Context: an optimization exercise on an open-source flow, tuned for small area, a short achievable clock period and few clock cycles. The choices shown serve that exercise and are no tape-out recipe. In this exercise RTL edits were held to simulation tests only and were not proved equivalent to the original. No activity file was given, so power comes from the tool's default toggle rates.

**flow/flow/run.sh**
```bash
#!/bin/bash
# Layout flow: the standard flow (standard.sh, all steps), except that the
# input and output port buffers are sky130_fd_sc_hd__buf_2 cells instead of the
# default delay buffers.  Every port still gets its own buffer.
# The full output of the flow goes to standard.log in this folder.
set -o pipefail
export BUFFER_PORTS_ARGS="-buffer_cell sky130_fd_sc_hd__buf_2"
bash standard.sh > standard.log 2>&1
```
**flow/standard.sh**
```bash
#!/bin/bash
# synth_recipe.tcl (not shown) runs the flow's synth.tcl, then flattens the netlist and writes it again
# the make line also repeats each setting of config.mk as NAME=value (left out here)
make -C /OpenROAD-flow-scripts/flow DESIGN_CONFIG=/design/flow/config.mk WORK_HOME=/design/flow/orfs CLKGATE_MAP_FILE= SYNTH_SCRIPT=/design/flow/synth_recipe.tcl "${@:-finish}"
```
**flow/config.mk**
```make
export PLATFORM = sky130hd
export DESIGN_NAME = bpce
export DESIGN_NICKNAME = bpce
export VERILOG_FILES = /design/flow/design.v
export SDC_FILE = /design/flow/constraint.sdc
export NUM_CORES = 4
export LEC_CHECK = 0
export CAP_MARGIN = 30
export CORE_MARGIN = 2
export CORE_UTILIZATION = 55
export CTS_CLUSTER_DIAMETER = 100
export CTS_CLUSTER_SIZE = 20
export PLACE_DENSITY = 0.7
export SLEW_MARGIN = 45
```
**flow/constraint.sdc**
```tcl
create_clock -name core_clock -period 25.0 [get_ports {clk}]
set_input_delay 5.0000 -clock core_clock [delete_from_list [all_inputs] [get_ports {clk}]]
set_output_delay 5.0000 -clock core_clock [all_outputs]
set_load 0.01 [all_outputs]
```
**flow/design.v**
```verilog
module bpce (
    input  wire        clk,
    input  wire        rst,
    input  wire        cmd_valid,
    output wire        cmd_ready,
    input  wire [31:0] cmd_data,
    output wire        rsp_valid,
    input  wire        rsp_ready,
    output wire [31:0] rsp_data,
    output wire        mem_en,
    output wire        mem_we,
    output wire [11:0] mem_addr,
    output wire [31:0] mem_wdata,
    input  wire [31:0] mem_rdata
);
    localparam [1:0] K_SPAN = 2'd0, K_NSPAN = 2'd1, K_OVF = 2'd2, K_NONE = 2'd3;
    localparam [3:0]
        S_IDLE  = 4'd0,    
        S_W1    = 4'd1,    
        S_DRAIN = 4'd2,    
        S_LOAD  = 4'd3,    
        S_LEND  = 4'd4,    
        S_LDEC  = 4'd5,    
        S_SINIT = 4'd6,    
        S_SRCH  = 4'd7,    
        S_PACK  = 4'd8,    
        S_GDIV  = 4'd9,    
        S_GADDR = 4'd10,   
        S_ELEM  = 4'd11,   
        S_RSP   = 4'd12,   
        S_DEC   = 4'd13;   
    reg [3:0]  st;
    reg        cmd_ready_r;
    reg        mem_en_r, mem_we_r;
    reg [11:0] mem_addr_r;
    reg [31:0] mem_wdata_r;
    reg        rsp_valid_r;
    reg [31:0] rq0, rq1;
    reg        rl0, rl1;
    reg        rfull;
    assign cmd_ready = cmd_ready_r;
    assign rsp_valid = rsp_valid_r;
    assign rsp_data  = rq0;
    assign mem_en    = mem_en_r;
    assign mem_we    = mem_we_r;
    assign mem_addr  = mem_addr_r;
    assign mem_wdata = mem_wdata_r;
    reg [2:0]  op_r;         
    reg        w0ok;         
    reg        w1nz;         
    reg        w1hi;         
    reg        cok;          
    reg [1:0]  hdr;          
    reg [1:0]  kind;
    reg [10:0] n_r;          
    reg [5:0]  kg;           
    reg [5:0]  pp;           
    reg [10:0] li;           
    reg [10:0] lrem;         
    reg        ldv;          
    localparam [11:0] HBASE = 12'h7E0;
    reg [3:0]  hl [0:30];
    reg [30:0] hv;
    reg [2:0]  fst;          
    reg [4:0]  fb;           
    reg        fvh;          
    reg [5:0]  sp, spA, spB, spC;
    reg [4:0]  si;           
    reg [10:0] cntA;
    reg        vA, vB, vC, okC;
    reg [16:0] ncB, costC, best_cost;
    reg [5:0]  best_p;
    reg [31:0] q0, q1, q2, q3;
    reg [2:0]  qcnt;
    reg [5:0]  bo;
    reg [11:0] rd_addr;      
    reg        d1, v2, d2;
    reg [5:0]  ew;
    reg        emode;        
    reg [10:0] eleft;        
    reg        ors;          
    reg        mrs;          
    reg        nd2;          
    reg        np_r;         
    reg        ovq0;         
    reg  [5:0] bo_nx, ew_nx;
    reg [10:0] dq;
    reg [3:0]  dr;
    reg [3:0]  dcnt;
    reg [31:0] part_m, part_o;
    reg [5:0]  cnt_m, cnt_o;
    reg [10:0] wp, opw;
    reg [10:0] ecnt;
    reg        ovph;
    integer b;
    function [5:0] bits_needed;
        input [31:0] v;
        integer j;
        begin
            bits_needed = 6'd1;
            for (j = 0; j < 32; j = j + 1)
                if (v[j]) bits_needed = j[5:0] + 6'd1;
        end
    endfunction
    wire        cmd_fire = cmd_valid && cmd_ready_r;
    wire        rsp_fire = rsp_valid_r && rsp_ready;
    wire        rroom    = !rfull;
    wire        is_v3    = (kind == K_OVF);
    wire        is_v2    = (kind == K_NSPAN);
    wire [5:0]  kp       = pp + 6'd1;
    reg  [5:0]  mw;          
    reg         gdir;        
    reg  [3:0]  epw_d;       
    reg         epw_p2;
    reg  [2:0]  epw_sh;
    always @(*) begin
        epw_p2 = 1'b1; epw_sh = 3'd0; epw_d = 4'd1;
        case (kg)
            6'd1:  epw_sh = 3'd5;
            6'd2:  epw_sh = 3'd4;
            6'd3:  begin epw_p2 = 1'b0; epw_d = 4'd10; end
            6'd4:  epw_sh = 3'd3;
            6'd5:  begin epw_p2 = 1'b0; epw_d = 4'd6; end
            6'd6:  begin epw_p2 = 1'b0; epw_d = 4'd5; end
            6'd7, 6'd8: epw_sh = 3'd2;
            6'd9, 6'd10: begin epw_p2 = 1'b0; epw_d = 4'd3; end
            6'd11, 6'd12, 6'd13, 6'd14, 6'd15, 6'd16: epw_sh = 3'd1;
            default: epw_sh = 3'd0;
        endcase
    end
    wire        d_legal = w0ok && !((op_r == 3'd3 || op_r == 3'd5) && w1nz);
    wire        d_none  = (kind == K_NONE);
    reg         d_oob;       
    wire        d_get   = d_legal && !d_none && (op_r == 3'd4) && !d_oob;
    wire        d_gfast = d_get && !(is_v2 && !epw_p2);
    wire        d_dcmp  = d_legal && !d_none && (op_r == 3'd3);
    wire [2:0]  d_stat  = (op_r == 3'd2) ? (cok ? 3'd0 : !w0ok ? 3'd5 : d_none ? 3'd4 : 3'd3) :
                          !d_legal ? 3'd5 :
                          (d_none && op_r != 3'd1) ? 3'd4 :
                          (op_r == 3'd1) ? ((w1hi || dq > 11'd2) ? 3'd2 : 3'd0) :
                          (op_r == 3'd4) ? (d_oob ? 3'd1 : 3'd0) : 3'd0;
    reg  [10:0] ma;
    reg  [5:0]  mb;
    wire [16:0] mul_p = ma * mb;
    wire [10:0] g_q = epw_p2 ? (dq >> epw_sh) : dq;
    wire [10:0] g_m = ~(11'h7FF << epw_sh);
    wire [63:0] win64  = {q1, q0} >> bo[4:0];
    wire [31:0] win    = win64[31:0];
    wire [31:0] wmask  = (ew[5]) ? 32'hFFFFFFFF : ~(32'hFFFFFFFF << ew[4:0]);
    wire [31:0] field  = win & wmask;
    wire        flag   = is_v3 && !emode && !pp[5] && win[pp[4:0]];
    wire [31:0] pmask  = ~(32'hFFFFFFFF << pp[4:0]);
    wire [6:0]  bo_w   = {1'b0, bo} + {1'b0, ew};
    wire        need2  = nd2;
    wire        e_have = (qcnt >= (need2 ? 3'd2 : 3'd1));
    wire        e_act  = (st == S_ELEM) && !ors && !mrs && (eleft != 11'd0);
    wire        e_skip = e_act && bo[5] && (qcnt != 3'd0);
    wire        e_rdy  = e_act && !bo[5] && e_have;
    wire        e_fire = e_rdy && (hdr == 2'd0) && rroom;
    wire        e_out  = e_fire && !flag;
    wire        e_flag = e_fire && flag;
    wire [6:0]  bo_2w  = bo_w + {1'b0, ew};
    wire [6:0]  bo_adv = is_v2 ? ((bo_2w > 7'd32) ? 7'd32 : bo_w) : bo_w;
    wire        e_pop  = e_skip || (e_fire && !emode && np_r);
    wire        e_last = (eleft == 11'd1);
    wire [31:0] pk_v    = q0;
    wire        pk_over = ovq0;
    wire        ov_rd   = is_v3 && !pp[5] && ((mem_rdata & ~pmask) != 32'd0);
    wire        ov_q1   = is_v3 && !pp[5] && ((q1 & ~pmask) != 32'd0);
    wire [31:0] pk_slot = pk_over ? ((32'd1 << pp[4:0]) | {21'd0, ecnt}) : pk_v;
    wire        pk_act  = (st == S_PACK);
    wire        pk_fm   = pk_act && cnt_m[5];                      
    wire        pk_ov   = pk_act && !pk_fm && ovph;                
    wire        pk_mn   = pk_act && !pk_fm && !ovph && (eleft != 11'd0) && (qcnt != 3'd0);
    wire        pk_end  = pk_act && !pk_fm && !ovph && (eleft == 11'd0);
    wire        pk_efm  = pk_end && (cnt_m != 6'd0);
    wire        pk_efo  = pk_end && (cnt_m == 6'd0) && (cnt_o != 6'd0);
    wire        pk_done = pk_end && (cnt_m == 6'd0) && (cnt_o == 6'd0);
    wire [31:0] sh_in   = pk_ov ? pk_v : pk_slot;
    wire [4:0]  sh_amt  = pk_ov ? cnt_o[4:0] : cnt_m[4:0];
    wire [31:0] sh_base = pk_ov ? part_o : part_m;
    wire [63:0] sh_out  = {32'd0, sh_base} | ({32'd0, sh_in} << sh_amt);
    wire [6:0]  pk_nc   = pk_ov ? ({1'b0, cnt_o} + {1'b0, kg}) : ({1'b0, cnt_m} + {1'b0, mw});
    wire        pk_v2f  = is_v2 && ((pk_nc + {1'b0, kg}) > 7'd32);    
    wire        pk_cw   = (pk_ov || pk_mn) && (pk_nc[6] || pk_nc[5] || (!pk_ov && pk_v2f));
    wire        pk_wr   = pk_fm || pk_efm || pk_efo || pk_cw;
    wire        pk_pop  = pk_ov || (pk_mn && !pk_over);
    wire        r_mode  = (st == S_ELEM) || (st == S_PACK) || (st == S_SINIT) || (st == S_SRCH) ||
                          (!is_v3 && ((st == S_LEND) || (st == S_LDEC)));
    wire        q_push  = v2 && !d2;
    wire        q_pop   = e_pop || pk_pop || sA_go;
    wire        v1      = mem_en_r && !mem_we_r && !d1;
    wire [3:0]  q_occ   = {1'b0, qcnt} + {3'd0, q_push} + {3'd0, v1};
    wire        q_room  = (q_occ < 4'd4) || ((q_occ == 4'd4) && e_pop);
    wire        r_issue = r_mode && !pk_wr && q_room && !ors && !mrs &&
                          !((st == S_ELEM) && (eleft == 11'd0));
    reg         s_go;
    reg  [11:0] s_addr;
    reg  [5:0]  s_bo;
    wire [15:0] g_pos   = is_v2 ? {g_q, mul_p[4:0]} : mul_p[15:0];
    wire [15:0] o_pos   = mul_p[15:0];
    wire [5:0]  ld_bn   = bits_needed(mem_wdata_r);
    reg  [5:0]  bn_r;        
    reg         ldv2;
    wire [4:0]  h_sel   = bn_r[4:0] - 5'd1;
    wire [3:0]  h_rd    = hl[h_sel];
    wire [4:0]  s_sel   = si;
    wire        h_inc   = ldv2 && is_v3 && !bn_r[5];
    wire [10:0] sA_hi   = hv[s_sel] ? q0[10:0] : 11'd0;
    wire [10:0] sA_cnt  = sA_hi + {7'd0, hl[s_sel]};
    wire        sA_want = (st == S_SRCH) && (sp < kg);
    wire        sA_go   = sA_want && (qcnt != 3'd0);
    reg         f_any;
    reg  [4:0]  f_bin;
    integer     fi;
    always @(*) begin
        f_any = 1'b0;
        f_bin = 5'd0;
        for (fi = 30; fi >= 0; fi = fi - 1)
            if (hl[fi][3]) begin
                f_any = 1'b1;
                f_bin = fi[4:0];
            end
    end
    wire [2:0]  f_lo    = hl[f_bin][2:0];
    wire        f_go    = (fst == 3'd0) && f_any && ((st == S_LOAD) || (st == S_LEND));
    wire [16:0] sC_cost = ncB + costC;
    wire [11:0] sB_lim  = (spB >= 6'd11) ? 12'hFFF : (12'd1 << spB);
    wire        sB_ok   = ({1'b0, ma} <= sB_lim);
    reg         p_go;
    reg  [31:0] p_word;
    reg         p_last;
    always @(posedge clk) begin
        begin
            mem_en_r <= 1'b0;
            mem_we_r <= 1'b0;
            ldv      <= 1'b0;
            p_go     = 1'b0;
            bo_nx    = bo;
            ew_nx    = ew;
            p_word   = 32'd0;
            p_last   = 1'b0;
            s_go     = 1'b0;
            s_addr   = 12'd0;
            s_bo     = 6'd0;
            if (hdr != 2'd0 && rroom && st != S_DEC) begin
                p_go   = 1'b1;
                p_word = (op_r == 3'd5) ? ((hdr == 2'd2) ? {15'd0, {1'b0, wp} + {1'b0, opw}, 5'd0} : 32'd0)
                                        : {21'd0, n_r};
                p_last = (hdr == 2'd1) && (eleft == 11'd0);
                hdr    <= hdr - 2'd1;
            end
            if (e_out) begin
                p_go   = 1'b1;
                p_word = field;
                p_last = e_last;
            end
            v2 <= mem_en_r && !mem_we_r;
            d2 <= d1;
            begin : qupd
                reg [2:0] cpop;
                cpop = qcnt - {2'd0, q_pop};
                if (q_pop) begin
                    q0 <= q1; q1 <= q2; q2 <= q3;
                end
                if (q_push && cpop == 3'd0)
                    ovq0 <= ov_rd;
                else if (q_pop)
                    ovq0 <= ov_q1;
                if (q_push) begin
                    case (cpop)
                        3'd0: q0 <= mem_rdata;
                        3'd1: q1 <= mem_rdata;
                        3'd2: q2 <= mem_rdata;
                        default: q3 <= mem_rdata;
                    endcase
                end
                qcnt <= cpop + {2'd0, q_push};
            end
            if (r_issue) begin
                mem_en_r   <= 1'b1;
                mem_addr_r <= rd_addr + 12'd1;
                rd_addr    <= rd_addr + 12'd1;
                d1         <= 1'b0;
            end
            bn_r <= ld_bn;
            ldv2 <= ldv;
            if (ldv2 && bn_r > kg)
                kg <= bn_r;
            if (st == S_LOAD && cok && li == 11'd0)
                kg <= 6'd1;
            if (h_inc)
                hl[h_sel] <= {h_rd[3] && !(f_go && f_bin == h_sel), h_rd[2:0]} + 4'd1;
            if (f_go && !(h_inc && f_bin == h_sel))
                hl[f_bin] <= {1'b0, f_lo};
            if (f_go)
                hv[f_bin] <= 1'b1;
            if (e_fire) begin
                eleft <= eleft - (e_flag ? 11'd0 : 11'd1);
                if (e_flag) begin
                    ma   <= field[10:0] & pmask[10:0];
                    mb   <= kg;
                    ors  <= 1'b1;
                end
                if (!emode)
                    bo_nx = bo_adv[6] ? 6'd32 : {1'b0, bo_adv[4:0]};
            end
            if (e_skip)
                bo_nx = bo - 6'd32;
            if (pk_wr) begin
                mem_en_r <= 1'b1;
                mem_we_r <= 1'b1;
                if (pk_fm || pk_efm) begin
                    mem_addr_r  <= {1'b0, wp};
                    mem_wdata_r <= part_m;
                    wp          <= wp + 11'd1;
                    cnt_m       <= 6'd0;
                    part_m      <= 32'd0;
                end else if (pk_efo) begin
                    mem_addr_r  <= 12'h800 + {1'b0, opw};
                    mem_wdata_r <= part_o;
                    opw         <= opw + 11'd1;
                    cnt_o       <= 6'd0;
                end else begin
                    mem_addr_r  <= pk_ov ? (12'h800 + {1'b0, opw}) : {1'b0, wp};
                    mem_wdata_r <= sh_out[31:0];
                    if (pk_ov) opw <= opw + 11'd1;
                    else       wp  <= wp + 11'd1;
                end
            end
            if (pk_ov) begin
                ovph  <= 1'b0;
                ecnt  <= ecnt + 11'd1;
                eleft <= eleft - 11'd1;
                if (pk_cw) begin
                    part_o <= sh_out[63:32];
                    cnt_o  <= pk_nc[5:0] - 6'd32;
                end else begin
                    part_o <= sh_out[31:0];
                    cnt_o  <= pk_nc[5:0];
                end
            end
            if (pk_mn) begin
                if (pk_over) ovph <= 1'b1;
                else         eleft <= eleft - 11'd1;
                if (is_v2) begin
                    part_m <= pk_cw ? 32'd0 : sh_out[31:0];
                    cnt_m  <= pk_cw ? 6'd0 : pk_nc[5:0];
                end else if (pk_cw) begin
                    part_m <= sh_out[63:32];
                    cnt_m  <= pk_nc[5:0] - 6'd32;
                end else begin
                    part_m <= sh_out[31:0];
                    cnt_m  <= pk_nc[5:0];
                end
            end
            if (pk_done) begin
                p_go   = 1'b1;
                p_last = 1'b1;
                st     <= S_RSP;
            end
            case (st)
                S_IDLE: if (cmd_fire) begin
                    op_r  <= (cmd_data[31:24] >= 8'd1 && cmd_data[31:24] <= 8'd5) ? cmd_data[26:24] : 3'd0;
                    w0ok  <= (cmd_data[31:24] >= 8'd1 && cmd_data[31:24] <= 8'd5) && (cmd_data[23:0] == 24'd0);
                    st    <= S_W1;
                end
                S_W1: begin
                    dq          <= cmd_data[10:0];
                    lrem        <= cmd_data[10:0];
                    mem_wdata_r <= cmd_data;
                    w1nz        <= (cmd_data != 32'd0);
                    w1hi        <= (cmd_data[31:11] != 21'd0);
                    d_oob       <= (cmd_data[31:11] != 21'd0) || (cmd_data[10:0] >= n_r);
                    ma          <= is_v2 ? {6'd0, cmd_data[4:0] & g_m[4:0]} : cmd_data[10:0];
                    mb          <= mw;
                    cok         <= w0ok && (kind != K_NONE) && (cmd_data <= 32'd1024);
                    li          <= 11'd0;
                    dr          <= 4'd0;
                    dcnt        <= 4'd0;
                    rd_addr     <= is_v3 ? 12'hBFF : 12'hFFF;
                    if (op_r == 3'd3 || (op_r == 3'd4 && gdir)) begin
                        ew_nx  = mw;
                        emode  <= 1'b0;
                        s_go   = 1'b1;
                        s_addr = (op_r == 3'd3) ? 12'd0 : {1'b0, cmd_data[10:0]};
                        s_bo   = 6'd0;
                    end
                    if (op_r == 3'd2) begin
                        for (b = 0; b < 31; b = b + 1)
                            hl[b] <= 4'd0;
                        hv <= 31'd0;
                    end
                    if (cmd_fire) begin
                        cmd_ready_r <= (op_r == 3'd2) && (cmd_data != 32'd0);
                        st          <= (op_r == 3'd2) ? S_LOAD : S_DEC;
                    end
                end
                S_DEC: begin
                    hdr   <= 2'd0;
                    eleft <= 11'd0;
                    st    <= S_RSP;
                    p_go   = 1'b1;
                    p_word = {29'd0, d_stat};
                    p_last = 1'b1;
                    if (op_r == 3'd2) begin
                        if (cok) begin
                            n_r    <= 11'd0;
                            wp     <= 11'd0;
                            opw    <= 11'd0;
                        end
                    end else if (d_legal && !(d_none && op_r != 3'd1)) begin
                        case (op_r)
                            3'd1: begin
                                if (d_stat == 3'd0) begin
                                    kind   <= dq[1:0];
                                    n_r    <= 11'd0;
                                    wp     <= 11'd0;
                            opw    <= 11'd0;
                                end
                            end
                            3'd3: begin
                                hdr    <= 2'd1;
                                eleft  <= n_r;
                                p_last = 1'b0;
                                if (n_r != 11'd0)
                                    st <= S_ELEM;
                            end
                            3'd4: begin
                                if (!d_oob) begin
                                    eleft  <= 11'd1;
                                    p_last = 1'b0;
                                    if (gdir) begin
                                        st     <= S_ELEM;
                                    end else if (d_gfast) begin
                                        st     <= S_ELEM;
                                        ew_nx     = mw;
                                        emode  <= 1'b0;
                                        s_go   = 1'b1;
                                        s_addr = g_pos[15:5];
                                        s_bo   = {1'b0, g_pos[4:0]};
                                    end else begin
                                        st <= S_GDIV;
                                    end
                                end
                            end
                            default: begin  
                                hdr    <= 2'd2;
                                p_last = 1'b0;
                            end
                        endcase
                    end
                end
                S_LOAD: if (!w1nz) begin
                    st <= S_DEC;
                end else if (!cok) begin
                    if (cmd_fire) begin
                        mem_wdata_r <= mem_wdata_r - 32'd1;
                        if (mem_wdata_r == 32'd1)
                            st <= S_DEC;
                    end
                end else begin
                    mem_addr_r  <= is_v3 ? (12'hC00 + {1'b0, li}) : {1'b0, li};
                    mem_wdata_r <= cmd_data;
                    if (cmd_fire) begin
                        mem_en_r <= 1'b1;
                        mem_we_r <= 1'b1;
                        ldv      <= 1'b1;
                        li       <= li + 11'd1;
                        lrem     <= lrem - 11'd1;
                        if (lrem == 11'd1)
                            st <= S_LEND;
                    end
                end
                S_LEND: begin
                    n_r <= li;
                    if (!ldv && !ldv2 && fst == 3'd0 && !f_any)
                        st <= S_LDEC;
                end
                S_LDEC: begin
                    wp     <= 11'd0;
                    opw    <= 11'd0;
                    ecnt   <= 11'd0;
                    cnt_m  <= 6'd0;
                    cnt_o  <= 6'd0;
                    part_m <= 32'd0;
                    part_o <= 32'd0;
                    ovph   <= 1'b0;
                    eleft  <= n_r;
                    ma   <= n_r;
                    mb   <= kg;
                    mw   <= kg;
                    gdir <= (is_v2 && kg > 6'd16) || (kind == K_SPAN && kg == 6'd32);
                    if (is_v3) begin
                        rd_addr <= HBASE - 12'd1;
                        st      <= S_SINIT;
                    end else if ((is_v2 && kg > 6'd16) || (!is_v2 && kg == 6'd32)) begin
                        wp     <= n_r;
                        p_go   = 1'b1;
                        p_last = 1'b1;
                        st     <= S_RSP;
                    end else begin
                        st <= S_PACK;
                    end
                end
                S_SINIT: begin
                    best_cost <= mul_p;
                    best_p    <= kg;
                    sp        <= 6'd1;
                    si        <= 5'd0;
                    ncB       <= {6'd0, n_r};
                    vA        <= 1'b0;
                    vB        <= 1'b0;
                    vC        <= 1'b0;
                    st        <= S_SRCH;
                end
                S_SRCH: begin
                    vA <= sA_go;
                    if (sA_go) begin
                        cntA <= sA_cnt;
                        spA  <= sp;
                        sp   <= sp + 6'd1;
                        si   <= si + 5'd1;
                    end
                    vB <= vA;
                    if (vA) begin
                        ma   <= ma - cntA;
                        spB  <= spA;
                    end
                    vC    <= vB;
                    costC <= mul_p;
                    if (vB)
                        ncB <= ncB + {6'd0, n_r};
                    okC   <= sB_ok;
                    spC   <= spB;
                    if (vC && okC && sC_cost < best_cost) begin
                        best_cost <= sC_cost;
                        best_p    <= spC;
                    end
                    if (!sA_want && !vA && !vB && !vC) begin
                        pp      <= best_p;
                        mw      <= best_p + 6'd1;
                        st      <= S_PACK;
                        rd_addr <= 12'hBFF;
                        qcnt    <= 3'd0;
                        d1      <= 1'b1;
                        d2      <= 1'b1;
                    end
                end
                S_GDIV: begin
                    begin : gdiv
                        reg [4:0] r2;
                        r2 = {dr, dq[10]};
                        if (r2 >= {1'b0, epw_d}) begin
                            dr <= r2[3:0] - epw_d;
                            ma <= {7'd0, r2[3:0] - epw_d};
                            dq <= {dq[9:0], 1'b1};
                        end else begin
                            dr <= r2[3:0];
                            ma <= {7'd0, r2[3:0]};
                            dq <= {dq[9:0], 1'b0};
                        end
                    end
                    dcnt <= dcnt + 4'd1;
                    if (dcnt == 4'd10) st <= S_GADDR;
                end
                S_GADDR: begin
                    st     <= S_ELEM;
                    ew_nx     = mw;
                    emode  <= 1'b0;
                    s_go   = 1'b1;
                    s_addr = g_pos[15:5];
                    s_bo   = {1'b0, g_pos[4:0]};
                end
                S_ELEM: begin
                    if (ors) begin
                        ors    <= 1'b0;
                        ew_nx     = kg;
                        emode  <= 1'b1;
                        s_go   = 1'b1;
                        s_addr = 12'h800 + {1'b0, o_pos[15:5]};
                        s_bo   = {1'b0, o_pos[4:0]};
                    end else if (mrs) begin
                        mrs    <= 1'b0;
                        ew_nx     = kp;
                        emode  <= 1'b0;
                        s_go   = 1'b1;
                        s_addr = {1'b0, o_pos[15:5]};
                        s_bo   = {1'b0, o_pos[4:0]};
                    end else if (e_out && emode && !e_last) begin
                        mrs    <= 1'b1;
                        ma     <= n_r - eleft + 11'd1;
                        mb     <= mw;
                    end
                    if (e_out && e_last)
                        st <= S_RSP;
                end
                default: ;
            endcase
            case (fst)
                3'd0: if (f_go) begin
                    fb  <= f_bin;
                    fvh <= hv[f_bin];
                    fst <= 3'd1;
                end
                3'd1: begin
                    d1          <= 1'b1;
                    mem_en_r    <= 1'b1;
                    mem_we_r    <= !fvh;
                    mem_addr_r  <= HBASE + {7'd0, fb};
                    mem_wdata_r <= 32'd8;
                    fst         <= fvh ? 3'd2 : 3'd0;
                end
                3'd2: fst <= 3'd3;
                3'd3: begin
                    ma  <= mem_rdata[10:0];
                    fst <= 3'd4;
                end
                default: begin
                    mem_en_r    <= 1'b1;
                    mem_we_r    <= 1'b1;
                    mem_addr_r  <= HBASE + {7'd0, fb};
                    mem_wdata_r <= {21'd0, ma + 11'd8};
                    fst         <= 3'd0;
                end
            endcase
            if (st == S_LOAD) begin
                if (!w1nz)
                    cmd_ready_r <= 1'b0;
                else if (!cok)
                    cmd_ready_r <= !(cmd_fire && mem_wdata_r == 32'd1);
                else if (cmd_fire && lrem == 11'd1)
                    cmd_ready_r <= 1'b0;
                else if (f_go || fst == 3'd3)
                    cmd_ready_r <= 1'b0;
                else
                    cmd_ready_r <= !f_any;
            end
            if (s_go) begin
                qcnt       <= 3'd0;
                bo_nx         = s_bo;
                d2         <= 1'b1;
                mem_en_r   <= 1'b1;
                mem_we_r   <= 1'b0;
                mem_addr_r <= s_addr;
                rd_addr    <= s_addr;
                d1         <= 1'b0;
            end
            if (st == S_W1)
                qcnt <= 3'd0;
            bo  <= bo_nx;
            ew  <= ew_nx;
            begin : nxt
                reg [5:0] bo_st;
                bo_st = e_skip ? (bo - 6'd32) :
                        (e_fire && !emode) ? (bo_adv[6] ? 6'd32 : {1'b0, bo_adv[4:0]}) : bo;
                nd2  <= ({1'b0, bo_st} + {1'b0, ew}) > 7'd32;
                np_r <= is_v2 ? (({1'b0, bo_st} + {1'b0, ew} + {1'b0, ew}) > 7'd32)
                              : (({1'b0, bo_st} + {1'b0, ew}) > 7'd31);
            end
            begin : rq
                reg pop;
                pop = rsp_fire;
                if (pop && rl0) begin
                    cmd_ready_r <= 1'b1;
                    st          <= S_IDLE;
                end
                if (pop) begin
                    if (rfull) begin
                        rq0 <= rq1;
                        rl0 <= rl1;
                        if (p_go) begin
                            rq1 <= p_word;
                            rl1 <= p_last;
                        end else begin
                            rfull <= 1'b0;
                        end
                    end else if (p_go) begin
                        rq0 <= p_word;
                        rl0 <= p_last;
                    end else begin
                        rsp_valid_r <= 1'b0;
                    end
                end else if (p_go) begin
                    if (rsp_valid_r) begin
                        rq1   <= p_word;
                        rl1   <= p_last;
                        rfull <= 1'b1;
                    end else begin
                        rq0         <= p_word;
                        rl0         <= p_last;
                        rsp_valid_r <= 1'b1;
                    end
                end
            end
        end
        if (rst) begin
            st          <= S_IDLE;
            cmd_ready_r <= 1'b1;
            rsp_valid_r <= 1'b0;
            rfull       <= 1'b0;
            mem_en_r    <= 1'b0;
            mem_we_r    <= 1'b0;
            kind        <= K_NONE;
            ldv         <= 1'b0;
            v2          <= 1'b0;
            d1          <= 1'b0;
            d2          <= 1'b0;
            qcnt        <= 3'd0;
            ors         <= 1'b0;
            mrs         <= 1'b0;
            gdir        <= 1'b0;
            hdr         <= 2'd0;
            fst         <= 3'd0;
            bo          <= 6'd0;
            ew          <= 6'd1;
        end
    end
endmodule
```
==> flow_summary_export.csv, run 1 <==
group,metric,value,unit
detailed_routing,wirelength,211000,µm
clocking,cts_hold_buf,0,
clocking,cts_num_sinks,794,
job,cap_violations,0,
logic_synthesis,ys_warn_count,1,
sta,period_share,27.2,%
worst_setup_path,reg2reg_depth,22,
global_routing,globalRouteOverflowTotal,0,
detailed_routing,drc,0,
clocking,ctsResizeCount,0,
sta,hold_viol_final,0,
placed_design,placed_cell_area,58300,µm²
global_routing,grt_pass1_wl,313000,µm
die,pin_count,148,
power,p_leak,24.3,nW
detailed_routing,ant_nets,0,
final_layout,fin_nets,6694,
clocking,clock_path_buffers,3,
clocking,clock_latency,0.70,ns
detailed_routing,wl_per_cell,27.2,µm
placed_design,gp_congestion,1.04,
clocking,htree_levels,2,
sta,rsz0062_at_grt,"false",
worst_setup_path,cp_common_cell,"o21ai_0",
status,status,"finished clean",
sta,setup_viol_count_final,0,
clocking,path_clk_slew,0.09,ns
sta,max_freq,147,MHz
worst_setup_path,endpoint,"cmd_ready_r",
logic_synthesis,synth_fp_nets,6817,
final_layout,fin_area,59900,µm²
placed_design,hpwl,154000,µm
logic_synthesis,synth_cell_types,103,
global_routing,antenna_found_initial,19,
worst_setup_path,cp-start-kind,"primary input",
final_layout,multi_input_area,35400,µm²
final_layout,drive_above_1_share,10.9,%
detailed_routing,firstDrtPassIters,7,
logic_synthesis,ys_seq_area_share,33.1,%
final_layout,fill_cells,9097,
sta,tns,0,ns
sta,max-slew-margin-rel,44.1,%
sta,worst_pin_slew,0.830,ns
clocking,cts_tree,"done",
worst_setup_path,worst-setup-path-type,"in -> reg",
logic_synthesis,ys_async_sr_fraction,0,%
logic_synthesis,synth_edf_count,282,
placed_design,io_buffers,147,
worst_setup_path,reg2reg_from,"st[3]",
final_layout,final_common_cell,"nor2_1",
detailed_routing,vias,52400,
sta,clock_skew,0.0509,ns
clocking,cts_buffers,48,
worst_setup_path,cp-startpoint,"cmd_data[16]",
worst_setup_path,slowest_stage,"or3_1",
global_routing,grt_pass1_vias,48900,
worst_setup_path,crit_path_max_fanout,4,
worst_setup_path,max_stage_delay,0.56,ns
detailed_routing,viasPerCell,6.77,
die,die-area,105000,µm²
power,cellPowerDensity,125,nW/µm²
global_routing,grt_max_degree,95,
die,std_cell_rows,117,
worst_setup_path,reg2reg_to,"mem_we_r",
die,die_w,324,µm
worst_setup_path,cp.arrival,7.34,ns
logic_synthesis,ys.flop_type,"dfxtp_1",
detailed_routing,drtIter0Drc,7690,
die,initial_core_util,55.5,%
worst_setup_path,crit_chain,"buf_2, nor4_1, nand4_1, or3_1, or2_2, a21boi_0, o21ai_0, a21oi_1, o21ai_0",
logic_synthesis,synth_seq_cells,794,
worst_setup_path,r2r_setup_slack,18.61,ns
logic_synthesis,synth_area,56500,µm²
worst_setup_path,end_kind,"register",
power,irDropWorstVdd,0.208,mV
worst_hold_path,hold_class,"reg -> reg",
die,core-area,102000,µm²
final_layout,syn2layout_area_growth,6.07,%
logic_synthesis,synthCells,6450,
sta,fin_crit,6.80,ns
final_layout,register_area,18700,µm²
clocking,ctsRootBufferMaster,"clkbuf_16",
worst_setup_path,cp.required,25.54,ns
die,die_h,324,µm
sta,final-max-slew-violation-count,0,
global_routing,grt_use_total,38.7,%
final_layout,final_cell_mix,"nor2_1, nand2_1, a21oi_1",
clocking,postCtsSetupBuffers,0,
logic_synthesis,syn_avg_cell_area,8.76,µm²
registers in the layout, indices dropped and copies added, names as in the netlist, 32 cells and up, named ones only:
signal	cells
q1	32
q0	32
mem_wdata_r	32
rq0	32
part_o	32
q3	32
hl	128
part_m	32
q2	32
rq1	32
per-stage QoR:
| step | hold slack [ns] | util [%] | worst slack (ns) | total power [mW] | cells |
|---|---|---|---|---|---|
| 6_report | 0.358 | 58.9 | 18.20 | 7.50 | 7737 |
| 5_1_grt | 0.366 | 58.9 | 18.15 | 7.90 | 7733 |
| 4_1_cts | 0.357 | 58.8 | 18.30 | 7.33 | 7727 |
| 3_5_place_dp | 0.339 | 57.3 | 17.57 | 6.45 | 7641 |
| 3_3_place_gp | 0.336 | 57.1 | 17.30 | 6.36 | 7635 |
| 2_1_floorplan | 0.331 | - | 16.96 | 5.02 | 6450 |
synthesized netlist by cell type, types with 16 or more instances:
master | instances | area share, %
a22o_1 | 29 | 0.45
nand4_1 | 40 | 0.44
a211oi_1 | 88 | 1.2
inv_1 | 256 | 1.7
o221ai_1 | 80 | 1.2
o211ai_1 | 44 | 0.58
o21a_1 | 34 | 0.45
mux4_2 | 155 | 6.2
nor2b_1 | 74 | 0.82
and2_1 | 77 | 0.85
a21oi_1 | 585 | 5.2
clkbuf_1 | 331 | 2.2
mux2_2 | 92 | 1.8
nor4_1 | 56 | 0.62
o21bai_1 | 32 | 0.43
nor2_1 | 711 | 4.7
xor2_1 | 98 | 1.5
buf_2 | 49 | 0.43
dfxtp_1 | 512 | 18
a21o_1 | 75 | 1.0
or2_2 | 17 | 0.19
a22oi_1 | 34 | 0.45
buf_1 | 33 | 0.22
nand2_1 | 638 | 4.2
edfxtp_1 | 282 | 15
nor3b_1 | 16 | 0.21
o21ai_0 | 351 | 3.1
o22ai_1 | 83 | 0.92
ha_1 | 247 | 5.5
nand3_1 | 94 | 0.83
or3_1 | 41 | 0.45
xnor2_1 | 145 | 2.2
nand2b_1 | 51 | 0.56
fa_1 | 52 | 1.8
a221oi_1 | 33 | 0.51
o31ai_1 | 20 | 0.27
and3_1 | 67 | 0.74
a31oi_1 | 39 | 0.43
nor3_1 | 130 | 1.2
mux2i_1 | 364 | 6.5
a21boi_0 | 27 | 0.36
routing by layer:
layer  GRT usage (%)  routed length, µm  vias up
li1                -                  -    23300
met1            50.5              80800    25100
met2            59.0              91300     3195
met3            8.16              22900      732
met4            23.6              15400       24
met5               0                171        -
critical path, delay by kind of cell:
kind | cells | cell delay [ns]
AND/OR/NAND/NOR | 4 | 1.68
AO/OA/AOI/OAI | 4 | 0.55
buffers and inverters | 1 | 0.11
cells by family (layout without fill, tap and decap cells):
group / Yosys count / after routing / synth area share [%]
flops: 794 / 794 / 33.1
simple gates: 2076 / 2076 / 16.8
compound gates: 1722 / 1722 / 19.3
fa+ha+maj: 302 / 302 / 7.37
mux: 621 / 621 / 14.7
buf+inv: 692 / 605 / 4.88
xor+xnor: 243 / 243 / 3.77
other cells: 0 / 6 / 0
worst min-delay path by stage:
stage                     from  cells past startpoint  endpoint
after CTS                  ldv                      0      ldv2
after detailed placement   ldv                      0      ldv2
final                      ldv                      0      ldv2
after floorplan            ldv                      0      ldv2
after global placement     ldv                      0      ldv2
after global routing       ldv                      0      ldv2
layout make-up:
cell class,count,area share (%)
tap,1368,2.86
antenna,6,0.0251
sequential,794,31.3
timing repair buffer,257,2.76
clock buffer,76,2.25
clock inverter,10,0.169
inverter,262,1.64
multi-input combinational,4964,59.0
report_power, final:
group	leakage [nW]	switching [mW]	internal (mW)	total [mW]
Combinational	16.9	2.75	1.64	4.40
Sequential	6.71	0.503	1.74	2.24
Clock	0.690	0.490	0.379	0.869
Testbench counts, summed over its fixed seeds: cycles 54,784.
==> run 2: changes to the inputs <==
--- a/flow/design.v
+++ b/flow/design.v
@@ -30,6 +30,9 @@
         S_RSP   = 4'd12,   
         S_DEC   = 4'd13;   
     reg [3:0]  st;
+    reg [3:0]  st_nx;
+    reg        in_pack;      
+    reg        in_elem;      
     reg        cmd_ready_r;
     reg        mem_en_r, mem_we_r;
     reg [11:0] mem_addr_r;
@@ -56,7 +59,6 @@
     reg [5:0]  kg;           
     reg [5:0]  pp;           
     reg [10:0] li;           
-    reg [10:0] lrem;         
     reg        ldv;          
     localparam [11:0] HBASE = 12'h7E0;
     reg [3:0]  hl [0:30];
@@ -85,7 +87,6 @@
     reg        ovq0;         
     reg  [5:0] bo_nx, ew_nx;
     reg [10:0] dq;
-    reg [3:0]  dr;
     reg [3:0]  dcnt;
     reg [31:0] part_m, part_o;
     reg [5:0]  cnt_m, cnt_o;
@@ -143,6 +144,7 @@
     reg  [5:0]  mb;
     wire [16:0] mul_p = ma * mb;
     wire [10:0] g_q = epw_p2 ? (dq >> epw_sh) : dq;
+    wire        l_last = (li + 11'd1 == dq);    
     wire [10:0] g_m = ~(11'h7FF << epw_sh);
     wire [63:0] win64  = {q1, q0} >> bo[4:0];
     wire [31:0] win    = win64[31:0];
@@ -153,7 +155,7 @@
     wire [6:0]  bo_w   = {1'b0, bo} + {1'b0, ew};
     wire        need2  = nd2;
     wire        e_have = (qcnt >= (need2 ? 3'd2 : 3'd1));
-    wire        e_act  = (st == S_ELEM) && !ors && !mrs && (eleft != 11'd0);
+    wire        e_act  = in_elem && !ors && !mrs && (eleft != 11'd0);
     wire        e_skip = e_act && bo[5] && (qcnt != 3'd0);
     wire        e_rdy  = e_act && !bo[5] && e_have;
     wire        e_fire = e_rdy && (hdr == 2'd0) && rroom;
@@ -168,7 +170,7 @@
     wire        ov_rd   = is_v3 && !pp[5] && ((mem_rdata & ~pmask) != 32'd0);
     wire        ov_q1   = is_v3 && !pp[5] && ((q1 & ~pmask) != 32'd0);
     wire [31:0] pk_slot = pk_over ? ((32'd1 << pp[4:0]) | {21'd0, ecnt}) : pk_v;
-    wire        pk_act  = (st == S_PACK);
+    wire        pk_act  = in_pack;
     wire        pk_fm   = pk_act && cnt_m[5];                      
     wire        pk_ov   = pk_act && !pk_fm && ovph;                
     wire        pk_mn   = pk_act && !pk_fm && !ovph && (eleft != 11'd0) && (qcnt != 3'd0);
@@ -185,7 +187,7 @@
     wire        pk_cw   = (pk_ov || pk_mn) && (pk_nc[6] || pk_nc[5] || (!pk_ov && pk_v2f));
     wire        pk_wr   = pk_fm || pk_efm || pk_efo || pk_cw;
     wire        pk_pop  = pk_ov || (pk_mn && !pk_over);
-    wire        r_mode  = (st == S_ELEM) || (st == S_PACK) || (st == S_SINIT) || (st == S_SRCH) ||
+    wire        r_mode  = in_elem || in_pack || (st == S_SINIT) || (st == S_SRCH) ||
                           (!is_v3 && ((st == S_LEND) || (st == S_LDEC)));
     wire        q_push  = v2 && !d2;
     wire        q_pop   = e_pop || pk_pop || sA_go;
@@ -193,7 +195,7 @@
     wire [3:0]  q_occ   = {1'b0, qcnt} + {3'd0, q_push} + {3'd0, v1};
     wire        q_room  = (q_occ < 4'd4) || ((q_occ == 4'd4) && e_pop);
     wire        r_issue = r_mode && !pk_wr && q_room && !ors && !mrs &&
-                          !((st == S_ELEM) && (eleft == 11'd0));
+                          !(in_elem && (eleft == 11'd0));
     reg         s_go;
     reg  [11:0] s_addr;
     reg  [5:0]  s_bo;
@@ -236,6 +238,7 @@
             mem_we_r <= 1'b0;
             ldv      <= 1'b0;
             p_go     = 1'b0;
+            st_nx    = st;
             bo_nx    = bo;
             ew_nx    = ew;
             p_word   = 32'd0;
@@ -357,17 +360,16 @@
             if (pk_done) begin
                 p_go   = 1'b1;
                 p_last = 1'b1;
-                st     <= S_RSP;
+                st_nx     = S_RSP;
             end
             case (st)
                 S_IDLE: if (cmd_fire) begin
                     op_r  <= (cmd_data[31:24] >= 8'd1 && cmd_data[31:24] <= 8'd5) ? cmd_data[26:24] : 3'd0;
                     w0ok  <= (cmd_data[31:24] >= 8'd1 && cmd_data[31:24] <= 8'd5) && (cmd_data[23:0] == 24'd0);
-                    st    <= S_W1;
+                    st_nx    = S_W1;
                 end
                 S_W1: begin
                     dq          <= cmd_data[10:0];
-                    lrem        <= cmd_data[10:0];
                     mem_wdata_r <= cmd_data;
                     w1nz        <= (cmd_data != 32'd0);
                     w1hi        <= (cmd_data[31:11] != 21'd0);
@@ -376,7 +378,6 @@
                     mb          <= mw;
                     cok         <= w0ok && (kind != K_NONE) && (cmd_data <= 32'd1024);
                     li          <= 11'd0;
-                    dr          <= 4'd0;
                     dcnt        <= 4'd0;
                     rd_addr     <= is_v3 ? 12'hBFF : 12'hFFF;
                     if (op_r == 3'd3 || (op_r == 3'd4 && gdir)) begin
@@ -393,13 +394,13 @@
                     end
                     if (cmd_fire) begin
                         cmd_ready_r <= (op_r == 3'd2) && (cmd_data != 32'd0);
-                        st          <= (op_r == 3'd2) ? S_LOAD : S_DEC;
+                        st_nx          = (op_r == 3'd2) ? S_LOAD : S_DEC;
                     end
                 end
                 S_DEC: begin
                     hdr   <= 2'd0;
                     eleft <= 11'd0;
-                    st    <= S_RSP;
+                    st_nx    = S_RSP;
                     p_go   = 1'b1;
                     p_word = {29'd0, d_stat};
                     p_last = 1'b1;
@@ -424,23 +425,23 @@
                                 eleft  <= n_r;
                                 p_last = 1'b0;
                                 if (n_r != 11'd0)
-                                    st <= S_ELEM;
+                                    st_nx = S_ELEM;
                             end
                             3'd4: begin
                                 if (!d_oob) begin
                                     eleft  <= 11'd1;
                                     p_last = 1'b0;
                                     if (gdir) begin
-                                        st     <= S_ELEM;
+                                        st_nx     = S_ELEM;
                                     end else if (d_gfast) begin
-                                        st     <= S_ELEM;
+                                        st_nx     = S_ELEM;
                                         ew_nx     = mw;
                                         emode  <= 1'b0;
                                         s_go   = 1'b1;
                                         s_addr = g_pos[15:5];
                                         s_bo   = {1'b0, g_pos[4:0]};
                                     end else begin
-                                        st <= S_GDIV;
+                                        st_nx = S_GDIV;
                                     end
                                 end
                             end
@@ -452,12 +453,12 @@
                     end
                 end
                 S_LOAD: if (!w1nz) begin
-                    st <= S_DEC;
+                    st_nx = S_DEC;
                 end else if (!cok) begin
                     if (cmd_fire) begin
                         mem_wdata_r <= mem_wdata_r - 32'd1;
                         if (mem_wdata_r == 32'd1)
-                            st <= S_DEC;
+                            st_nx = S_DEC;
                     end
                 end else begin
                     mem_addr_r  <= is_v3 ? (12'hC00 + {1'b0, li}) : {1'b0, li};
@@ -467,15 +468,14 @@
                         mem_we_r <= 1'b1;
                         ldv      <= 1'b1;
                         li       <= li + 11'd1;
-                        lrem     <= lrem - 11'd1;
-                        if (lrem == 11'd1)
-                            st <= S_LEND;
+                        if (l_last)
+                            st_nx = S_LEND;
                     end
                 end
                 S_LEND: begin
                     n_r <= li;
                     if (!ldv && !ldv2 && fst == 3'd0 && !f_any)
-                        st <= S_LDEC;
+                        st_nx = S_LDEC;
                 end
                 S_LDEC: begin
                     wp     <= 11'd0;
@@ -493,14 +493,14 @@
                     gdir <= (is_v2 && kg > 6'd16) || (kind == K_SPAN && kg == 6'd32);
                     if (is_v3) begin
                         rd_addr <= HBASE - 12'd1;
-                        st      <= S_SINIT;
+                        st_nx      = S_SINIT;
                     end else if ((is_v2 && kg > 6'd16) || (!is_v2 && kg == 6'd32)) begin
                         wp     <= n_r;
                         p_go   = 1'b1;
                         p_last = 1'b1;
-                        st     <= S_RSP;
+                        st_nx     = S_RSP;
                     end else begin
-                        st <= S_PACK;
+                        st_nx = S_PACK;
                     end
                 end
                 S_SINIT: begin
@@ -512,7 +512,7 @@
                     vA        <= 1'b0;
                     vB        <= 1'b0;
                     vC        <= 1'b0;
-                    st        <= S_SRCH;
+                    st_nx        = S_SRCH;
                 end
                 S_SRCH: begin
                     vA <= sA_go;
@@ -540,7 +540,7 @@
                     if (!sA_want && !vA && !vB && !vC) begin
                         pp      <= best_p;
                         mw      <= best_p + 6'd1;
-                        st      <= S_PACK;
+                        st_nx      = S_PACK;
                         rd_addr <= 12'hBFF;
                         qcnt    <= 3'd0;
                         d1      <= 1'b1;
@@ -550,22 +550,20 @@
                 S_GDIV: begin
                     begin : gdiv
                         reg [4:0] r2;
-                        r2 = {dr, dq[10]};
+                        r2 = {ma[3:0], dq[10]};
                         if (r2 >= {1'b0, epw_d}) begin
-                            dr <= r2[3:0] - epw_d;
                             ma <= {7'd0, r2[3:0] - epw_d};
                             dq <= {dq[9:0], 1'b1};
                         end else begin
-                            dr <= r2[3:0];
                             ma <= {7'd0, r2[3:0]};
                             dq <= {dq[9:0], 1'b0};
                         end
                     end
                     dcnt <= dcnt + 4'd1;
-                    if (dcnt == 4'd10) st <= S_GADDR;
+                    if (dcnt == 4'd10) st_nx = S_GADDR;
                 end
                 S_GADDR: begin
-                    st     <= S_ELEM;
+                    st_nx     = S_ELEM;
                     ew_nx     = mw;
                     emode  <= 1'b0;
                     s_go   = 1'b1;
@@ -593,7 +591,7 @@
                         mb     <= mw;
                     end
                     if (e_out && e_last)
-                        st <= S_RSP;
+                        st_nx = S_RSP;
                 end
                 default: ;
             endcase
@@ -629,7 +627,7 @@
                     cmd_ready_r <= 1'b0;
                 else if (!cok)
                     cmd_ready_r <= !(cmd_fire && mem_wdata_r == 32'd1);
-                else if (cmd_fire && lrem == 11'd1)
+                else if (cmd_fire && l_last)
                     cmd_ready_r <= 1'b0;
                 else if (f_go || fst == 3'd3)
                     cmd_ready_r <= 1'b0;
@@ -663,7 +661,7 @@
                 pop = rsp_fire;
                 if (pop && rl0) begin
                     cmd_ready_r <= 1'b1;
-                    st          <= S_IDLE;
+                    st_nx       = S_IDLE;
                 end
                 if (pop) begin
                     if (rfull) begin
@@ -694,8 +692,13 @@
                 end
             end
         end
+        st      <= st_nx;
+        in_pack <= (st_nx == S_PACK);
+        in_elem <= (st_nx == S_ELEM);
         if (rst) begin
             st          <= S_IDLE;
+            in_pack     <= 1'b0;
+            in_elem     <= 1'b0;
             cmd_ready_r <= 1'b1;
             rsp_valid_r <= 1'b0;
             rfull       <= 1'b0;
==> flow_summary_export.csv, run 2 <==
group,metric,value,unit
sta,setup_ws,18.36,ns
logic_synthesis,synth_common_cells,"nor2_1, nand2_1, a21oi_1, dfxtp_1, mux2i_1",
clocking,cts_buffers,48,
final_layout,stdcell_count,7797,
worst_setup_path,reg2reg_from,"bo[0]",
placed_design,hpwl,163000,µm
global_routing,grt_pass1_wl,324000,µm
job,cap_violations,0,
final_layout,fin_nets,6753,
detailed_routing,vias,54000,
clocking,ctsResizeCount,0,
logic_synthesis,synth_edf_count,267,
worst_hold_path,min-delay-start,"ldv",
detailed_routing,ant_nets,0,
placed_design,gp_congestion,1.01,
final_layout,largest_reg_flops,128,
final_layout,top_register,"hl",
placed_design,dp_slack,17.75,ns
global_routing,grt_use_total,40.0,%
detailed_routing,drc,0,
final_layout,syn2layout_area_growth,6.43,%
placed_design,post-place-cells,7703,
logic_synthesis,yosys.area.top_type,"dfxtp_1",
die,std_cell_rows,117,
sta,max_freq,151,MHz
logic_synthesis,synth_area,56600,µm²
detailed_routing,drtIter0Drc,8072,
power,cellPowerDensity,97.2,nW/µm²
worst_setup_path,cp-start-kind,"primary input",
worst_setup_path,cp.arrival,7.19,ns
logic_synthesis,synth_seq_cells,781,
clocking,clock_latency,0.72,ns
worst_setup_path,worst-setup-path-type,"in -> reg",
power,p_leak,23.8,nW
clocking,ctsRootBufferMaster,"clkbuf_16",
detailed_routing,wirelength,219000,µm
detailed_routing,viasPerCell,6.92,
logic_synthesis,synth_fp_nets,6883,
power,power,5.86,mW
worst_setup_path,end_kind,"register",
clocking,cts_tree,"done",
worst_setup_path,cp.required,25.56,ns
die,core-area,102000,µm²
global_routing,antenna_found_initial,12,
placed_design,io_buffers,147,
global_routing,grt_max_degree,84,
clocking,cts_num_sinks,781,
logic_synthesis,synthCells,6518,
clocking,htree_levels,2,
die,die_h,325,µm
logic_synthesis,netlist_top_cells_area,"dfxtp_1, edfxtp_1, mux2i_1",
worst_hold_path,hold_depth,0,
detailed_routing,wl_per_cell,28.1,µm
sta,hold_viol_final,0,
sta,final-max-slew-violation-count,0,
die,pin_count,148,
die,die_w,325,µm
logic_synthesis,ys_seq_area_share,32.3,%
sta,max-slew-margin-rel,43.6,%
status,status,"finished clean",
final_layout,final_common_cell,"nor2_1",
detailed_routing,firstDrtPassIters,7,
logic_synthesis,synth.top_cell.area_share,18.2,%
die,die-area,106000,µm²
logic_synthesis,syn_avg_cell_area,8.69,µm²
die,initial_core_util,55.5,%
sta,tns,0,ns
worst_setup_path,reg2reg_depth,26,
worst_hold_path,hold_class,"reg -> reg",
sta,rsz0062_at_grt,"false",
logic_synthesis,synth_cell_types,95,
final_layout,post-route-util,59.1,%
sta,period_share,26.5,%
sta,fin_crit,6.64,ns
final_layout,drive_above_1_share,11.2,%
sta,worst_pin_slew,0.840,ns
logic_synthesis,ys_warn_count,1,
global_routing,grt_pass1_vias,49500,
sta,setup_viol_count_final,0,
clocking,cts_hold_buf,0,
logic_synthesis,synth_most_common_cell,"nor2_1",
clocking,postCtsSetupBuffers,0,
worst_setup_path,cp-startpoint,"cmd_data[22]",
power,irDropWorstVdd,0.154,mV
global_routing,globalRouteOverflowTotal,0,
sta,clock_skew,0.0543,ns
logic_synthesis,ys.flop_type,"dfxtp_1",
clocking,path_clk_slew,0.10,ns
final_layout,final_cell_mix,"nor2_1, nand2_1, a21oi_1",
logic_synthesis,ys_async_sr_fraction,0,%
clocking,clock_path_buffers,3,
worst_setup_path,crit_path_max_fanout,3,
-- run 2: cell count changes in the layout (fill, tap and decap cells not counted), moves of 24 or more --
cell,before,now
a31oi_1,36,60
o21ai_0,348,319
mux2i_1,360,384
a21oi_1,580,523
a211oi_1,87,137
-- run 2: worst max-delay path: stages --
cell and delay (ns):
buf_2 0.12, nor4_1 0.67, nand4_1 0.38, nor3_1 0.37, nand2_1 0.17, nand2_1 0.10, a21oi_1 0.06, o21ai_0 0.21
nand3_1 0.10
-- run 2: worst paths after layout --
| kind | endpoint | slack [ns] |
|---|---|---|
| max | cmd_ready_r | 18.36 |
| min | ldv2 | 0.37 |
| max reg2reg | np_r | 18.82 |
| min reg2reg | ldv2 | 0.37 |
-- run 2: report_power, final --
group          internal (mW)  switching [mW]
registers               1.56           0.370
logic                   1.09            1.96
clock network          0.385           0.494
-- run 2: area by class of cell --
class | instances | area, µm²
repair buffers | 274 | 1780
flip-flops and latches | 781 | 18300
clock buffers | 71 | 1310
well taps | 1368 | 1710
fillers | 9178 | 41700
inverters | 253 | 951
clock inverters | 13 | 165
multi-input cells | 5030 | 36000
diodes | 7 | 17.5
-- run 2: logic make-up (layout without fill, tap and decap cells) --
logic type | count (synthesis) | after routing | synth area share (%)
AND/OR/NAND/NOR | 2070 | 2070 | 16.5
AO/OA/AOI/OAI | 1782 | 1782 | 20.4
flip-flops | 781 | 781 | 32.3
buffers and inverters | 707 | 611 | 4.87
multiplexers | 632 | 632 | 14.8
adder cells (fa/ha/maj) | 298 | 298 | 7.27
XOR/XNOR | 248 | 248 | 3.83
other | 0 | 7 | 0
-- run 2: metrics by stage --
| step | hold slack [ns] | area, µm² |
|---|---|---|
| after floorplan | 0.332 | 56600 |
| after global placement | 0.350 | 58400 |
| after detailed placement | 0.364 | 58700 |
| after CTS | 0.361 | 60200 |
| after global routing | 0.372 | 60300 |
| final | 0.367 | 60300 |
-- run 2: layer usage --
metal / vias to the layer above / GRT usage [%] / wire, µm / part of all wire [%]
met2: 3609 / 58.3 / 91200 / 42
met5: - / 0 / 75 / 0.034
li1: 23700 / - / - / -
met3: 675 / 9.85 / 27600 / 13
met4: 12 / 19.0 / 12300 / 5.6
met1: 26000 / 55.7 / 87700 / 40
Testbench counts of run 2, summed over its fixed seeds: cycles 54,784.
==> run 3: changes to the inputs <==
--- a/flow/design.v
+++ b/flow/design.v
@@ -59,7 +59,6 @@
     reg [5:0]  kg;           
     reg [5:0]  pp;           
     reg [10:0] li;           
-    reg        ldv;          
     localparam [11:0] HBASE = 12'h7E0;
     reg [3:0]  hl [0:30];
     reg [30:0] hv;
@@ -144,7 +143,8 @@
     reg  [5:0]  mb;
     wire [16:0] mul_p = ma * mb;
     wire [10:0] g_q = epw_p2 ? (dq >> epw_sh) : dq;
-    wire        l_last = (li + 11'd1 == dq);    
+    reg         l_last;      
+    reg         d_last;      
     wire [10:0] g_m = ~(11'h7FF << epw_sh);
     wire [63:0] win64  = {q1, q0} >> bo[4:0];
     wire [31:0] win    = win64[31:0];
@@ -201,7 +201,7 @@
     reg  [5:0]  s_bo;
     wire [15:0] g_pos   = is_v2 ? {g_q, mul_p[4:0]} : mul_p[15:0];
     wire [15:0] o_pos   = mul_p[15:0];
-    wire [5:0]  ld_bn   = bits_needed(mem_wdata_r);
+    wire [5:0]  ld_bn   = bits_needed(cmd_data);
     reg  [5:0]  bn_r;        
     reg         ldv2;
     wire [4:0]  h_sel   = bn_r[4:0] - 5'd1;
@@ -236,7 +236,6 @@
         begin
             mem_en_r <= 1'b0;
             mem_we_r <= 1'b0;
-            ldv      <= 1'b0;
             p_go     = 1'b0;
             st_nx    = st;
             bo_nx    = bo;
@@ -287,7 +286,7 @@
                 d1         <= 1'b0;
             end
             bn_r <= ld_bn;
-            ldv2 <= ldv;
+            ldv2 <= 1'b0;
             if (ldv2 && bn_r > kg)
                 kg <= bn_r;
             if (st == S_LOAD && cok && li == 11'd0)
@@ -378,6 +377,8 @@
                     mb          <= mw;
                     cok         <= w0ok && (kind != K_NONE) && (cmd_data <= 32'd1024);
                     li          <= 11'd0;
+                    l_last      <= (cmd_data[10:0] == 11'd1);
+                    d_last      <= (cmd_data == 32'd1);
                     dcnt        <= 4'd0;
                     rd_addr     <= is_v3 ? 12'hBFF : 12'hFFF;
                     if (op_r == 3'd3 || (op_r == 3'd4 && gdir)) begin
@@ -393,7 +394,6 @@
                         hv <= 31'd0;
                     end
                     if (cmd_fire) begin
-                        cmd_ready_r <= (op_r == 3'd2) && (cmd_data != 32'd0);
                         st_nx          = (op_r == 3'd2) ? S_LOAD : S_DEC;
                     end
                 end
@@ -457,7 +457,8 @@
                 end else if (!cok) begin
                     if (cmd_fire) begin
                         mem_wdata_r <= mem_wdata_r - 32'd1;
-                        if (mem_wdata_r == 32'd1)
+                        d_last      <= (mem_wdata_r == 32'd2);
+                        if (d_last)
                             st_nx = S_DEC;
                     end
                 end else begin
@@ -466,15 +467,16 @@
                     if (cmd_fire) begin
                         mem_en_r <= 1'b1;
                         mem_we_r <= 1'b1;
-                        ldv      <= 1'b1;
+                        ldv2     <= 1'b1;
                         li       <= li + 11'd1;
+                        l_last   <= (li + 11'd2 == dq);
                         if (l_last)
                             st_nx = S_LEND;
                     end
                 end
                 S_LEND: begin
                     n_r <= li;
-                    if (!ldv && !ldv2 && fst == 3'd0 && !f_any)
+                    if (!ldv2 && fst == 3'd0 && !f_any)
                         st_nx = S_LDEC;
                 end
                 S_LDEC: begin
@@ -626,7 +628,7 @@
                 if (!w1nz)
                     cmd_ready_r <= 1'b0;
                 else if (!cok)
-                    cmd_ready_r <= !(cmd_fire && mem_wdata_r == 32'd1);
+                    cmd_ready_r <= !(cmd_fire && d_last);
                 else if (cmd_fire && l_last)
                     cmd_ready_r <= 1'b0;
                 else if (f_go || fst == 3'd3)
@@ -692,6 +694,8 @@
                 end
             end
         end
+        if (st == S_W1 && cmd_fire)
+            cmd_ready_r <= (op_r == 3'd2) && (cmd_data != 32'd0);
         st      <= st_nx;
         in_pack <= (st_nx == S_PACK);
         in_elem <= (st_nx == S_ELEM);
@@ -705,7 +709,7 @@
             mem_en_r    <= 1'b0;
             mem_we_r    <= 1'b0;
             kind        <= K_NONE;
-            ldv         <= 1'b0;
+            ldv2        <= 1'b0;
             v2          <= 1'b0;
             d1          <= 1'b0;
             d2          <= 1'b0;
==> flow_summary_export.csv, run 3 <==
group,metric,value,unit
status,status,"finished clean",
clocking,cts_buffers,47,
die,core-area,102000,µm²
clocking,path_clk_slew,0.09,ns
power,pwr-share-seq,32.5,%
clocking,clock_latency,0.72,ns
detailed_routing,wl_per_cell,28.2,µm
clocking,htree_levels,2,
worst_setup_path,max_stage_delay,0.82,ns
logic_synthesis,synth_common_cells,"nor2_1, nand2_1, a21oi_1, dfxtp_1, clkbuf_1",
final_layout,drive_above_1_share,11.7,%
sta,setup_ws,18.13,ns
sta,fin_crit,6.87,ns
detailed_routing,drtIter0Drc,7324,
final_layout,final_cell_mix,"nor2_1, nand2_1, a21oi_1",
final_layout,register_area,18400,µm²
die,die_h,324,µm
sta,worst_pin_slew,0.854,ns
detailed_routing,drc,0,
worst_setup_path,crit_path_max_fanout,49,
clocking,ctsResizeCount,0,
worst_setup_path,cp.arrival,7.45,ns
worst_setup_path,cp.required,25.57,ns
worst_setup_path,cp_num_buf_inv,2,
sta,tns,0,ns
logic_synthesis,synth_area,56200,µm²
logic_synthesis,synth-adder-area-share,7.38,%
final_layout,fin_nets,6601,
final_layout,multi_input_area,35500,µm²
final_layout,post-route-util,58.7,%
power,p_leak,22.5,nW
placed_design,placed_cell_area,58100,µm²
logic_synthesis,synth_most_common_cell,"nor2_1",
power,p_switching,3.26,mW
logic_synthesis,syn_avg_cell_area,8.82,µm²
global_routing,globalRouteOverflowTotal,0,
detailed_routing,firstDrtPassIters,10,
die,die-area,105000,µm²
logic_synthesis,synth-xor-area-share,3.75,%
worst_setup_path,path_delay_family,"compound AO/OA/AOI/OAI gates",
sta,setup_viol_count_final,0,
logic_synthesis,synth_cell_types,95,
sta,max-slew-margin-rel,42.9,%
global_routing,grt_pass1_vias,48500,
sta,period_share,27.5,%
job,cap_violations,0,
logic_synthesis,ys_warn_count,1,
logic_synthesis,synthCells,6372,
power,p_clk_share,12.9,%
logic_synthesis,ys.flop_type,"dfxtp_1",
final_layout,syn2layout_area_growth,6.12,%
placed_design,gp_congestion,1.03,
global_routing,grt_use_total,40.3,%
placed_design,dp_slack,17.59,ns
worst_setup_path,cp_common_cell,"a21oi_1",
sta,clock_skew,0.0460,ns
worst_setup_path,end_kind,"register",
logic_synthesis,synth_fp_nets,6738,
logic_synthesis,synthSimpleGateAreaFrac,16.1,%
detailed_routing,ant_nets,0,
sta,final-max-slew-violation-count,0,
global_routing,grt_pass1_wl,317000,µm
final_layout,fin_area,59700,µm²
logic_synthesis,netlist_top_cells_area,"dfxtp_1, edfxtp_1, mux4_2",
detailed_routing,wirelength,216000,µm
worst_setup_path,cp-start-kind,"register",
clocking,postCtsSetupBuffers,0,
clocking,clock_path_buffers,3,
logic_synthesis,ys_seq_area_share,32.6,%
placed_design,hpwl,159000,µm
logic_synthesis,synth_edf_count,269,
logic_synthesis,synthMuxAreaShare,15.0,%
logic_synthesis,yosys.area.top_type,"dfxtp_1",
logic_synthesis,ys_async_sr_fraction,0,%
global_routing,antenna_found_initial,14,
logic_synthesis,synth_top_family_by_area,"compound AO/OA/AOI/OAI gates",
sta,rsz0062_at_grt,"false",
die,std_cell_rows,117,
logic_synthesis,synth.top_cell.area_share,18.3,%
die,pin_count,148,
worst_hold_path,hold_class,"reg -> reg",
die,die_w,324,µm
clocking,cts_hold_buf,0,
detailed_routing,vias,52900,
final_layout,largest_reg_flops,128,
clocking,ctsRootBufferMaster,"clkbuf_16",
final_layout,fill_cells,9140,
power,pwr-share-comb,54.7,%
power,cellPowerDensity,113,nW/µm²
sta,hold_viol_final,0,
clocking,cts_tree,"done",
die,initial_core_util,55.3,%
final_layout,final_common_cell,"nor2_1",
worst_setup_path,worst-setup-path-type,"reg -> reg",
detailed_routing,viasPerCell,6.91,
placed_design,io_buffers,147,
logic_synthesis,synth_compound_area_share,20.3,%
logic_synthesis,synth_seq_cells,782,
power,swShare,48.5,%
worst_setup_path,slowest_stage,"dfxtp_4",
power,p_int,3.46,mW
sta,max_freq,145,MHz
power,power,6.72,mW
power,irDropWorstVdd,0.147,mV
global_routing,grt_max_degree,105,
final_layout,top_register,"hl",
clocking,cts_num_sinks,782,
==> run 3: cell types whose count changed after synthesis, sizes merged, moves of 14 or more <==
cell / previous run / this run
mux2i: 387 / 304
nand2: 658 / 613
mux4: 155 / 195
a31oi: 64 / 37
a22oi: 46 / 70
a311oi: 4 / 28
or3: 21 / 40
xnor2: 164 / 145
a211oi: 139 / 121
o21a: 44 / 62
a41oi: 8 / 22
==> run 3: cell type report <==
class	count	share of cell area, %
antenna	13	0.0545
multi-input combinational	4893	59.5
clock buffer	75	2.16
timing repair buffer	264	2.87
sequential	782	30.8
clock inverter	11	0.254
inverter	247	1.56
tap	1368	2.87
==> run 3: stage by stage <==
step | hold slack [ns] | std cells
final | 0.424 | 7653
after global routing | 0.433 | 7647
after CTS | 0.426 | 7638
after detailed placement | 0.405 | 7552
after global placement | 0.401 | 7542
after floorplan | 0.400 | 6372
==> run 3: final timing paths <==
check | start | endpoint | slack [ns] | depth (start not counted)
max | bo[1] | np_r | 18.13 | 25
min | spA[0] | spB[0] | 0.42 | 0
max reg2reg | bo[1] | np_r | 18.13 | 25
min reg2reg | spA[0] | spB[0] | 0.42 | 0
==> run 3: per-layer routing <==
layer / part of all wire [%] / track usage (%)
met1: 39 / 54.5
met2: 42 / 59.7
met3: 12 / 9.48
met4: 6.6 / 22.1
met5: 0.064 / 0
==> run 3: power by group through the flow <==
stage	logic (mW)	clock network (mW)	registers [mW]
finish	3.67	0.866	2.18
detailed placement	3.54	0	2.17
floorplan	2.52	0	1.90
global route	3.96	0.909	2.19
CTS	3.56	0.868	2.14
global placement	3.46	0	2.17
==> run 3: cells by family (layout without fill, tap and decap cells) <==
family,count (synthesis),after routing
fa+ha+maj,301,301
mux,589,589
xor+xnor,241,241
other cells,0,13
flops,782,782
compound gates,1761,1761
simple gates,2001,2001
buf+inv,697,597
Testbench counts of run 3, summed over its fixed seeds: cycles 54,709.

[static timing again, ports no longer ideal]
In the flow no input, the clock included, has a driving cell. The finished layouts below were timed again as built, in two steps. Step 1, drivers: a clkbuf_16 drives clk and a buf_2 each remaining input, both assumed. Step 2 times the ports against the registers' clock, not the clock port: input delays grow and output delays shrink by t, the midpoint of the rising clock arrivals with the driver on. Three values: ideal, step 1, step 2; two values: the first two.
run | t (ns) | setup slack, ns | cell pins on the clock port's net
run 1 | 0.749 | 18.198 / 18.249 / 17.500 | 1
run 2 | 0.772 | 18.363 / 18.305 / 17.652 | 1
run 3 | 0.774 | 18.127 / 18.127 / 17.512 | 1
After both steps every run listed still meets setup and hold. For run 2, which loses most, drivers alone change the setup slack by -0.058 ns; drivers and shift together by -0.711 ns.
